Background: an optimization exercise with open tools, aiming at small area, a short achievable clock period and few clock cycles. Do not read the settings as production practice.
Only simulation tests tie the RTL to the original design; equivalence was not proved.
No activity file was given, so power comes from the tool's default toggle rates.

==> run E <==
// flash_prog
module flash_prog (
    input             clk,
    input             rst,
    input      [7:0]  rx_data,
    input             rx_valid,
    output            rx_ready,
    output reg [7:0]  tx_data,
    output reg        tx_valid,
    input             tx_ready,
    output            bus_req,
    output            bus_we,
    output     [20:0] bus_addr,
    output     [31:0] bus_wdata,
    input             bus_ack,
    input      [31:0] bus_rdata,
    output            handed_off
);
    localparam S_IDLE  = 5'd0,  S_MASK  = 5'd1,  S_FLD   = 5'd2,  S_PEV   = 5'd3,
               S_LEV   = 5'd4,  S_WCTRL = 5'd5,  S_RACK  = 5'd6,  S_RD    = 5'd7,
               S_UL1   = 5'd8,  S_UL2   = 5'd9,  S_CMD   = 5'd10, S_SECT  = 5'd11,
               S_BOOT  = 5'd12, S_IDM   = 5'd13, S_IDD   = 5'd14, S_IDX   = 5'd15,
               S_IDO   = 5'd16, S_A0    = 5'd17, S_DATA  = 5'd18, S_POLL0 = 5'd19,
               S_POLL  = 5'd20, S_VER   = 5'd21, S_BEX1  = 5'd22, S_BEX2  = 5'd23,
               S_FIN   = 5'd25, S_HAND  = 5'd26;
    localparam O_ID = 3'd0, O_CE = 3'd1, O_ER = 3'd2, O_WR = 3'd3, O_RD = 3'd4,
               O_S1 = 3'd5;
    reg [4:0]  state;
    reg [2:0]  op;
    reg        second;      
    reg        pb;          
    reg        fld_len;     
    reg        family_b;
    reg [3:0]  chip_mask;
    reg        verify_en;
    reg [21:0] a;
    reg        phi;         
    reg        plo;         
    reg [23:0] N;
    wire [13:0] E = N[13:0];
    reg [1:0]  nb;          
    reg [31:0] W;
    reg        wv;          
    reg        lastin;      
    reg [31:0] P;
    reg [2:0]  rcnt;        
  ...
clock: 8.0 ns
lec_check: 0
cap_margin: 20
core_margin: 2
core_utilization: 40
slew_margin: 20
run.sh (not shown) runs the stock make flow with config.mk's settings and CLKGATE_MAP_FILE= SYNTH_SCRIPT=/design/flow/synth_recipe.tcl, a recipe that flattens the netlist after the stock synthesis.
==> run Y (differences from run E) <==
SETUP_SLACK_MARGIN = 4.5   (was not set)
==> summary of the runs <==
- Run E went through all stages and came out clean. Run Y passed the timing, DRC and antenna checks.
- In die area, run E and run Y do not differ.
- Synthesized cell count is the same in run Y and run E.
- Between run E and run Y, the lower power is in run E (gap about 19%, measured against run Y).
- In run E the sequential share of layout area is higher than in run Y, by 4.7 points.
- Against run E, the core utilization of run Y is higher by 10 points.
- Global-route usage: run Y is higher than run E (2.4 points).
- Between run Y and run E, the lower worst setup slack is in run E (gap 1.5 ns).
- Between run E and run Y, the lower non-clock buffer count is in run E (gap 178).
- Clock power: run E is larger than run Y (about 3%).
- Against run E, the clock skew of run Y is higher by 0.0026 ns.
==> figures <==
Count of plain and timing-repair buffers: run Y 320; run E 142
Via count of the routed design: run Y 13127; run E 11770
Combinational fraction of design power: run Y 59.2%; run E 49.3%
Wire length on met2: run Y 24500 um; run E 22300 um
Peak supply drop: run Y 0.156 mV; run E 0.136 mV
Status: run Y timing/DRC/antenna clean; run E timing/DRC/antenna clean
Global routing met3 resource utilization: run Y 8.29%; run E 5.94%
Achievable Freq: run Y 0.257 GHz; run E 0.186 GHz
Portion of the clock cycle consumed by the worst path in the final layout: run Y 48.7%; run E 67.0%
Fraction of area in multi-input gates: run Y 50.8%; run E 52.6%
Placed Area: run Y 12900 sq um; run E 12900 sq um
Worst Hold Margin: run Y 0.453 ns; run E 0.457 ns
Core Util, Final: run Y 58.5%; run E 48.3%
Arrival time worst endpoint: run Y 2.30 ns; run E 3.76 ns
Post-layout instance count excluding filler cells: run Y 2020; run E 1841
Via count of the first global-routing pass: run Y 12210; run E 10903
Number of search-and-repair iterations in the first detailed-routing pass: run Y 8; run E 6
Smallest setup slack after layout: run Y 4.10 ns; run E 2.64 ns
RSZ-0062 raised after global routing: run Y true; run E false
Power in the clock group: run Y 832 uW; run E 857 uW
Clock-cell share of area: run Y 3.61%; run E 4.41%
Insertion delay to the later sink of the worst-skew pair: run Y 0.44 ns; run E 0.46 ns
Testbench counts of run E, summed over its fixed seeds: cycles 58,371.
Testbench counts of run Y, summed over its fixed seeds: cycles 58,371.


==> nickel <==
flash_prog, a different RTL version from the one above (not shown whole).
export LEC_CHECK = 0
export CAP_MARGIN = 20
export CORE_MARGIN = 2
export CORE_UTILIZATION = 40
export SETUP_SLACK_MARGIN = 4.5
export SLEW_MARGIN = 20
create_clock -name core_clock -period 8.0 [get_ports {clk}]
==> ember: changes against nickel <==
--- a/flow/design.v
+++ b/flow/design.v
@@ -54,14 +54,15 @@
     localparam S_IDLE  = 0,  S_MASK  = 1,  S_FLD   = 2,  S_PEV   = 3,
                S_LEV   = 4,  S_WCTRL = 5,  S_RACK  = 6,  S_RD    = 7,
                S_UL1   = 8,  S_UL2   = 9,  S_CMD   = 10, S_SECT  = 11,
                S_BOOT  = 12, S_IDM   = 13, S_IDD   = 14, S_IDX   = 15,
                S_IDO   = 16, S_A0    = 17, S_DATA  = 18, S_POLL0 = 19,
                S_POLL  = 20, S_VER   = 21, S_BEX1  = 22, S_BEX2  = 23,
-               S_FIN   = 24, S_HAND  = 25;
-    localparam NS = 26;
+               S_FIN   = 24, S_HAND  = 25, S_LEV0  = 26, S_LEV1  = 27,
+               S_GO    = 28, S_GORD  = 29;
+    localparam NS = 30;
     localparam O_ID = 0, O_CE = 1, O_ER = 2, O_WR = 3, O_RD = 4, O_S1 = 5;
     reg [NS-1:0] st;
     reg [5:0]  op;
     reg        second;      
     reg        pb;          
     reg        fld_len;     
@@ -82,12 +83,14 @@
     reg        rid;         
     reg [3:0]  fail;
     reg        q_req, q_we, q_sela, q_even, q_odd;
     reg [7:0]  q_byte;
     reg        q_reply;     
     reg        q_inw;       
+    reg        r_sgt, r_sgt8;
+    reg        r_rd_ref, r_er_ref, r_er_none;
     wire hold     = (rcnt != 3'd0);
     wire slotfree = !tx_valid || tx_ready;
     wire can_send = slotfree && !hold;
     wire [4:0] fix = {st[S_BOOT] && nb == 2'd2,
                       st[S_BOOT] && nb != 2'd2,
                       st[S_BOOT] && nb == 2'd1,
@@ -114,22 +117,23 @@
     wire [13:0] len_k = {f2, f1[7:2]};                  
     wire [14:0] S     = {1'b0, a[21:8]} + {1'b0, len_k};
     wire        len_hi = (f3 != 8'd0);
     wire        s_gt   = S[14] || (S[13] && S[12:0] != 13'd0);      
     wire        rd_refuse = (len_k == 14'd0) || (f1[1:0] != 2'd0) ||
                             (f0 != 8'd0) || plo || (a[7:0] != 8'd0) || phi ||
-                            len_hi || s_gt;
+                            len_hi || r_sgt;
     wire        er_refuse = plo || (a[15:0] != 16'd0) || phi || len_hi ||
                             (f2[1:0] != 2'd0) || (f1 != 8'd0) || (f0 != 8'd0) ||
-                            (family_b ? s_gt : (S > 15'h0800));
+                            (family_b ? r_sgt : r_sgt8);
     wire        wp_refuse = (f1[1:0] != 2'd0) || (f0 != 8'd0);
     wire        er_none   = !family_b && len_k[13:4] == 10'd0;   
     wire        ovf       = a[21] || phi;
     wire [21:0] a_inc  = a + {5'd0, op[O_ER] & family_b, 3'd0, op[O_ER] & !family_b, 11'd0, !op[O_ER]};
     wire        aend   = (a[21:8] == E);
-    wire        aend_i = (a_inc[21:8] == E);
+    wire [5:0]  a_hi_inc = a[21:16] + 6'd1;
+    wire        aend_i = (a_hi_inc == E[13:8]);               
     wire eq = (bus_rdata == P);
     wire [3:0] lane_diff;
     assign lane_diff[0] = bus_rdata[7:0]   != W[7:0];
     assign lane_diff[1] = bus_rdata[15:8]  != W[15:8];
     assign lane_diff[2] = bus_rdata[23:16] != W[23:16];
     assign lane_diff[3] = bus_rdata[31:24] != W[31:24];
@@ -137,13 +141,13 @@
     always @(*) begin
         sn = {NS{1'b0}};
         if (st[S_IDLE]) begin
             if (take) begin
                 case (rx_data)
                     8'h01, 8'h07:               sn[S_FIN]   = 1'b1;
-                    8'h02, 8'h05:               sn[S_UL1]   = 1'b1;
+                    8'h02, 8'h05:               sn[S_GO]    = 1'b1;
                     8'h04, 8'h0F, 8'h10, 8'h11: sn[S_FLD]   = 1'b1;
                     8'h06:                      sn[S_WCTRL] = 1'b1;
                     8'h08:                      sn[S_HAND]  = 1'b1;
                     8'h12:                      sn[S_MASK]  = 1'b1;
                     default:                    sn[S_IDLE]  = 1'b1;
                 endcase
@@ -151,40 +155,44 @@
         end
         if (st[S_MASK]) begin
             if (take) sn[S_IDLE] = 1'b1; else sn[S_MASK] = 1'b1;
         end
         if (st[S_FLD]) begin
             if (take && nb == 2'd3) begin
-                if (fld_len) sn[S_LEV] = 1'b1; else sn[S_PEV] = 1'b1;
+                if (fld_len) sn[S_LEV0] = 1'b1; else sn[S_PEV] = 1'b1;
             end else sn[S_FLD] = 1'b1;
         end
         if (st[S_PEV]) begin
             if (can_send || op[O_ER]) begin
                 if (!op[O_WR])      sn[S_FLD]   = 1'b1;
                 else if (wp_refuse) sn[S_IDLE]  = 1'b1;
                 else                sn[S_WCTRL] = 1'b1;
             end else sn[S_PEV] = 1'b1;
         end
+        if (st[S_LEV0]) sn[S_LEV1] = 1'b1;
+        if (st[S_LEV1]) sn[S_LEV]  = 1'b1;
+        if (st[S_GO])   sn[S_UL1]  = 1'b1;
+        if (st[S_GORD]) sn[S_RD]   = 1'b1;
         if (st[S_LEV]) begin
             if (can_send) begin
                 if (op[O_RD]) begin
-                    if (rd_refuse) sn[S_IDLE] = 1'b1; else sn[S_RD] = 1'b1;
+                    if (r_rd_ref) sn[S_IDLE] = 1'b1; else sn[S_RD] = 1'b1;
                 end else begin
-                    if (er_refuse)    sn[S_IDLE] = 1'b1;
-                    else if (er_none) sn[S_FIN]  = 1'b1;
-                    else              sn[S_UL1]  = 1'b1;
+                    if (r_er_ref)       sn[S_IDLE] = 1'b1;
+                    else if (r_er_none) sn[S_FIN]  = 1'b1;
+                    else                sn[S_UL1]  = 1'b1;
                 end
             end else sn[S_LEV] = 1'b1;
         end
         if (st[S_WCTRL]) begin
-            if (take && rx00 && !ovf)             sn[S_UL1]   = 1'b1;
+            if (take && rx00 && !ovf)             sn[S_GO]    = 1'b1;
             else if (take && (rx00 || rx01 || rx02)) sn[S_IDLE] = 1'b1;
             else                                  sn[S_WCTRL] = 1'b1;
         end
         if (st[S_RACK]) begin
-            if (take && rx00 && !aend)            sn[S_RD]   = 1'b1;
+            if (take && rx00 && !aend)            sn[S_GORD] = 1'b1;
             else if (take && (rx00 || rx01))      sn[S_IDLE] = 1'b1;
             else                                  sn[S_RACK] = 1'b1;
         end
         if (st[S_RD]) begin
             if (hs && last_word) sn[S_RACK] = 1'b1; else sn[S_RD] = 1'b1;
         end
@@ -274,58 +282,36 @@
                           op[O_WR] ? (pb ? 8'h20 : 8'hA0) :
                           (op[O_CE] && second) ? 8'h10 : 8'h80;
     wire [2:0]  rpos     = rcnt - 3'd1;
     wire [1:0]  lane     = rid ? rpos[2:1] : rpos[1:0];
     wire [31:0] src      = (rid && rcnt[0]) ? W : P;
     wire [7:0]  buf_byte = src[{lane, 3'b000} +: 8];
-    reg       push;
-    reg [7:0] push_byte;
-    always @(*) begin
-        push      = 1'b0;
-        push_byte = 8'h00;
-        if (st[S_IDLE] && take) begin
-            push = (rx_data != 8'h05);
-            if (rx_data == 8'h03 || rx_data == 8'h0A || rx_data >= 8'h13)
-                push_byte = 8'h02;
-        end
-        if (st[S_MASK] && take) begin
-            push = 1'b1;
-            push_byte = {7'd0, rx_data[7:4] != 4'd0};
-        end
-        if (st[S_PEV] && can_send && !op[O_ER]) begin
-            push = 1'b1;
-            push_byte = {7'd0, op[O_WR] && wp_refuse};
-        end
-        if (st[S_LEV] && can_send) begin
-            push = 1'b1;
-            push_byte = {7'd0, op[O_RD] ? rd_refuse : er_refuse};
-        end
-        if (st[S_WCTRL] && take && (rx00 || rx01 || rx02)) begin
-            push = 1'b1;
-            push_byte = rx02 ? 8'h02 : {7'd0, rx00 && ovf};
-        end
-        if (st[S_RACK] && take && (rx00 || rx01)) begin
-            push = 1'b1;
-            push_byte = rx01 ? 8'h04 : aend ? 8'h03 : 8'h02;
-        end
-        if (st[S_RD] && hs) begin
-            push = 1'b1;
-            push_byte = bus_rdata[31:24];
-        end
-        if (st[S_IDO] && can_send) begin
-            push = 1'b1;
-            push_byte = P[31:24];
-        end
-        if (st[S_FIN] && can_send) begin
-            push = 1'b1;
-            push_byte = op[O_ER] ? 8'h02 :
-                        op[O_S1] ? 8'h01 :
-                        op[O_WR] ? {(fail != 4'd0), 3'd0, fail[0], fail[1], fail[2], fail[3]} :
-                        8'h00;
-        end
-    end
+    wire idle_bad = (rx_data == 8'h03) || (rx_data == 8'h0A) || (rx_data >= 8'h13);
+    wire [7:0] fin_byte = op[O_ER] ? 8'h02 :
+                          op[O_S1] ? 8'h01 :
+                          op[O_WR] ? {(fail != 4'd0), 3'd0, fail[0], fail[1], fail[2], fail[3]} :
+                          8'h00;
+    wire [7:0] push_byte =
+        ({8{st[S_IDLE]}}  & {6'd0, idle_bad, 1'b0}) |
+        ({8{st[S_MASK]}}  & {7'd0, rx_data[7:4] != 4'd0}) |
+        ({8{st[S_PEV]}}   & {7'd0, op[O_WR] && wp_refuse}) |
+        ({8{st[S_LEV]}}   & {7'd0, op[O_RD] ? r_rd_ref : r_er_ref}) |
+        ({8{st[S_WCTRL]}} & (rx02 ? 8'h02 : {7'd0, rx00 && ovf})) |
+        ({8{st[S_RACK]}}  & (rx01 ? 8'h04 : aend ? 8'h03 : 8'h02)) |
+        ({8{st[S_RD]}}    & bus_rdata[31:24]) |
+        ({8{st[S_IDO]}}   & P[31:24]) |
+        ({8{st[S_FIN]}}   & fin_byte);
+    wire push = (st[S_IDLE]  && take && rx_data != 8'h05) ||
+                (st[S_MASK]  && take) ||
+                (st[S_PEV]   && can_send && !op[O_ER]) ||
+                (st[S_LEV]   && can_send) ||
+                (st[S_WCTRL] && take && (rx00 || rx01 || rx02)) ||
+                (st[S_RACK]  && take && (rx00 || rx01)) ||
+                (st[S_RD]    && hs) ||
+                (st[S_IDO]   && can_send) ||
+                (st[S_FIN]   && can_send);
     always @(posedge clk) begin
         st <= sn;
         q_req  <= sn[S_UL1] | sn[S_UL2] | sn[S_CMD] | sn[S_SECT] | sn[S_BOOT] |
                   sn[S_IDM] | sn[S_IDD] | sn[S_IDX] | sn[S_A0] | sn[S_DATA] |
                   sn[S_POLL0] | sn[S_POLL] | sn[S_VER] | sn[S_RD] | sn[S_BEX1] |
                   sn[S_BEX2];
@@ -339,22 +325,15 @@
                   ({8{sn[S_IDX]}} & 8'hF0) | ({8{sn[S_A0]}} & 8'hA0) |
                   ({8{sn[S_BEX1]}} & 8'h90);
         q_reply <= sn[S_IDLE] | sn[S_MASK] | sn[S_WCTRL] | sn[S_RACK];
         q_inw   <= sn[S_UL1] | sn[S_UL2] | sn[S_CMD] | sn[S_A0] | sn[S_DATA] |
                    sn[S_POLL0] | sn[S_POLL] | sn[S_VER];
         if (slotfree) begin
-            if (hold) begin
-                tx_valid <= 1'b1;
-                tx_data  <= buf_byte;
-                rcnt     <= rcnt - 3'd1;
-            end else if (push) begin
-                tx_valid <= 1'b1;
-                tx_data  <= push_byte;
-            end else begin
-                tx_valid <= 1'b0;
-            end
+            tx_valid <= hold || push;
+            tx_data  <= hold ? buf_byte : push_byte;
+            if (hold) rcnt <= rcnt - 3'd1;
         end
         if (take && (st[S_FLD] || intake)) begin
             if (nb == 2'd3) begin
                 W  <= {N, rx_data};
                 wv <= 1'b1;
                 if (last_word) lastin <= 1'b1;
@@ -387,15 +366,20 @@
         if (st[S_PEV] && (can_send || op[O_ER])) begin
             a       <= {f2, f1, f0[7:2]};
             phi     <= (f3 != 8'd0);
             plo     <= (f0[1:0] != 2'd0);
             fld_len <= 1'b1;
         end
-        if (st[S_LEV] && can_send) N[13:0] <= S[13:0];
+        r_sgt     <= s_gt;
+        r_sgt8    <= (S > 15'h0800);
+        r_rd_ref  <= rd_refuse;
+        r_er_ref  <= er_refuse;
+        r_er_none <= er_none;
+        if (st[S_LEV0]) N[13:0] <= S[13:0];
+        if (st[S_RD] && !hold) P <= bus_rdata;
         if (st[S_RD] && hs) begin
-            P    <= bus_rdata;
             rcnt <= slotfree ? 3'd3 : 3'd4;
             rid  <= 1'b0;
             a    <= a_inc;
         end
         if (st[S_WCTRL] && take && rx00) begin
             nb     <= 2'd0;
@@ -422,19 +406,19 @@
             else                        a  <= a_inc;
         end
         if (st[S_BOOT] && hs) begin
             nb <= nb + 2'd1;
             if (nb == 2'd2) a <= a_inc;
         end
-        if (st[S_IDM] && hs) P <= bus_rdata;
-        if (st[S_IDD] && hs) W <= bus_rdata;
+        if (st[S_IDM]) P <= bus_rdata;
+        if (st[S_IDD]) W <= bus_rdata;
         if (st[S_IDO] && can_send) begin
             rcnt <= 3'd7;
             rid  <= 1'b1;
         end
-        if ((st[S_POLL0] || st[S_POLL]) && hs) P <= bus_rdata;
+        if (st[S_POLL0] || (st[S_POLL] && hs)) P <= bus_rdata;
         if (st[S_POLL] && hs && eq && op[O_ER]) second <= 1'b0;
         if (rst) begin
             st        <= {{(NS-1){1'b0}}, 1'b1};
             q_req     <= 1'b0;
             q_reply   <= 1'b1;
             q_inw     <= 1'b0;
==> flow/flow/run.sh (new file) <==
#!/bin/bash
# The standard layout (standard.sh: the standard flow's own ORFS make flow, unchanged synthesis), with the
# ports buffered by plain buffers instead of the delay buffers buffer_ports picks by default.
set -euo pipefail
bash standard.sh "BUFFER_PORTS_ARGS=-buffer_cell sky130_fd_sc_hd__buf_2" finish > standard.log 2>&1
==> flow/standard.sh (new file) <==
#!/bin/bash
# synth_recipe.tcl (not shown) runs the flow's synth.tcl, then flattens the netlist and writes it again
# the make line also repeats each setting of config.mk as NAME=value (left out here)
make -C /OpenROAD-flow-scripts/flow DESIGN_CONFIG=/design/flow/config.mk WORK_HOME=/design/flow/orfs CLKGATE_MAP_FILE= SYNTH_SCRIPT=/design/flow/synth_recipe.tcl "${@:-finish}"
removed: flow/run.sh
==> violet: changes against nickel <==
--- a/flow/design.v
+++ b/flow/design.v
@@ -54,14 +54,14 @@
     localparam S_IDLE  = 0,  S_MASK  = 1,  S_FLD   = 2,  S_PEV   = 3,
                S_LEV   = 4,  S_WCTRL = 5,  S_RACK  = 6,  S_RD    = 7,
                S_UL1   = 8,  S_UL2   = 9,  S_CMD   = 10, S_SECT  = 11,
                S_BOOT  = 12, S_IDM   = 13, S_IDD   = 14, S_IDX   = 15,
                S_IDO   = 16, S_A0    = 17, S_DATA  = 18, S_POLL0 = 19,
                S_POLL  = 20, S_VER   = 21, S_BEX1  = 22, S_BEX2  = 23,
-               S_FIN   = 24, S_HAND  = 25;
-    localparam NS = 26;
+               S_FIN   = 24, S_HAND  = 25, S_LEV0  = 26;
+    localparam NS = 27;
     localparam O_ID = 0, O_CE = 1, O_ER = 2, O_WR = 3, O_RD = 4, O_S1 = 5;
     reg [NS-1:0] st;
     reg [5:0]  op;
     reg        second;      
     reg        pb;          
     reg        fld_len;     
@@ -82,12 +82,14 @@
     reg        rid;         
     reg [3:0]  fail;
     reg        q_req, q_we, q_sela, q_even, q_odd;
     reg [7:0]  q_byte;
     reg        q_reply;     
     reg        q_inw;       
+    reg        r_rd_ref, r_er_ref, r_er_none;
+    reg [13:0] r_S;
     wire hold     = (rcnt != 3'd0);
     wire slotfree = !tx_valid || tx_ready;
     wire can_send = slotfree && !hold;
     wire [4:0] fix = {st[S_BOOT] && nb == 2'd2,
                       st[S_BOOT] && nb != 2'd2,
                       st[S_BOOT] && nb == 2'd1,
@@ -151,30 +153,31 @@
         end
         if (st[S_MASK]) begin
             if (take) sn[S_IDLE] = 1'b1; else sn[S_MASK] = 1'b1;
         end
         if (st[S_FLD]) begin
             if (take && nb == 2'd3) begin
-                if (fld_len) sn[S_LEV] = 1'b1; else sn[S_PEV] = 1'b1;
+                if (fld_len) sn[S_LEV0] = 1'b1; else sn[S_PEV] = 1'b1;
             end else sn[S_FLD] = 1'b1;
         end
         if (st[S_PEV]) begin
             if (can_send || op[O_ER]) begin
                 if (!op[O_WR])      sn[S_FLD]   = 1'b1;
                 else if (wp_refuse) sn[S_IDLE]  = 1'b1;
                 else                sn[S_WCTRL] = 1'b1;
             end else sn[S_PEV] = 1'b1;
         end
+        if (st[S_LEV0]) sn[S_LEV] = 1'b1;
         if (st[S_LEV]) begin
             if (can_send) begin
                 if (op[O_RD]) begin
-                    if (rd_refuse) sn[S_IDLE] = 1'b1; else sn[S_RD] = 1'b1;
+                    if (r_rd_ref) sn[S_IDLE] = 1'b1; else sn[S_RD] = 1'b1;
                 end else begin
-                    if (er_refuse)    sn[S_IDLE] = 1'b1;
-                    else if (er_none) sn[S_FIN]  = 1'b1;
-                    else              sn[S_UL1]  = 1'b1;
+                    if (r_er_ref)       sn[S_IDLE] = 1'b1;
+                    else if (r_er_none) sn[S_FIN]  = 1'b1;
+                    else                sn[S_UL1]  = 1'b1;
                 end
             end else sn[S_LEV] = 1'b1;
         end
         if (st[S_WCTRL]) begin
             if (take && rx00 && !ovf)             sn[S_UL1]   = 1'b1;
             else if (take && (rx00 || rx01 || rx02)) sn[S_IDLE] = 1'b1;
@@ -294,13 +297,13 @@
         if (st[S_PEV] && can_send && !op[O_ER]) begin
             push = 1'b1;
             push_byte = {7'd0, op[O_WR] && wp_refuse};
         end
         if (st[S_LEV] && can_send) begin
             push = 1'b1;
-            push_byte = {7'd0, op[O_RD] ? rd_refuse : er_refuse};
+            push_byte = {7'd0, op[O_RD] ? r_rd_ref : r_er_ref};
         end
         if (st[S_WCTRL] && take && (rx00 || rx01 || rx02)) begin
             push = 1'b1;
             push_byte = rx02 ? 8'h02 : {7'd0, rx00 && ovf};
         end
         if (st[S_RACK] && take && (rx00 || rx01)) begin
@@ -387,13 +390,17 @@
         if (st[S_PEV] && (can_send || op[O_ER])) begin
             a       <= {f2, f1, f0[7:2]};
             phi     <= (f3 != 8'd0);
             plo     <= (f0[1:0] != 2'd0);
             fld_len <= 1'b1;
         end
-        if (st[S_LEV] && can_send) N[13:0] <= S[13:0];
+        r_rd_ref  <= rd_refuse;
+        r_er_ref  <= er_refuse;
+        r_er_none <= er_none;
+        r_S       <= S[13:0];
+        if (st[S_LEV] && can_send) N[13:0] <= r_S;
         if (st[S_RD] && hs) begin
             P    <= bus_rdata;
             rcnt <= slotfree ? 3'd3 : 3'd4;
             rid  <= 1'b0;
             a    <= a_inc;
         end
==> comparison <==
Sequential share of layout area, lowest first: nickel, violet, ember.
Between ember and violet, the lower via count is in ember (gap about 9%, measured against violet).
Against nickel, the count of clock-buffer cells in the layout of ember is higher by 4.
Between ember and violet, the lower combinational power is in ember (gap about 4%, measured against violet).
Register-to-register slack, lowest first: nickel, violet, ember.
Testbench counts of nickel, summed over its fixed seeds: cycles 58,368.
Testbench counts of ember, summed over its fixed seeds: cycles 58,432.
Testbench counts of violet, summed over its fixed seeds: cycles 58,384.

separate check: timing with driven ports:
No port has a modelled driver above. Below, the same layouts with a new extraction and two added sets of constraints.
Step 1 (the two cells are an assumption about what drives the block):
set clk [get_ports {clk}]
set_driving_cell -lib_cell sky130_fd_sc_hd__clkbuf_16 $clk
set_driving_cell -lib_cell sky130_fd_sc_hd__buf_2 [delete_from_list [all_inputs] $clk]
Step 2 times the ports against the registers' clock, not the clock port: input delays grow and output delays shrink by t, the midpoint of the rising clock arrivals with the driver on.
Slacks: ideal ports / drivers / drivers and shift; pairs: ideal ports / drivers.
run | t, ns | slack for setup (ns) | hold slack, ns | latest minus earliest clock arrival (ns) | worst slew at a driven data input, ns
run E | 0.503 | 2.637 / 2.587 / 2.909 | 0.457 / 0.457 / 0.457 | 0.016 / 0.016 | 0.06
run Y | 0.479 | 4.102 / 4.052 / 4.001 | 0.453 / 0.453 / 0.453 | 0.018 / 0.018 | 0.09
nickel | 0.498 | 4.394 / 4.394 / 3.928 | 0.455 / 0.455 / 0.455 | 0.030 / 0.030 | 0.04
ember | 0.499 | 4.556 / 4.511 / 4.083 | 0.456 / 0.456 / 0.456 | 0.019 / 0.019 | 0.03
violet | 0.579 | 4.527 / 4.487 / 3.987 | 0.440 / 0.440 / 0.440 | 0.010 / 0.011 | 0.04
After both steps setup and hold are still met in every run listed. For violet, which loses most, drivers alone change the setup slack by -0.040 ns; drivers and shift together by -0.540 ns.
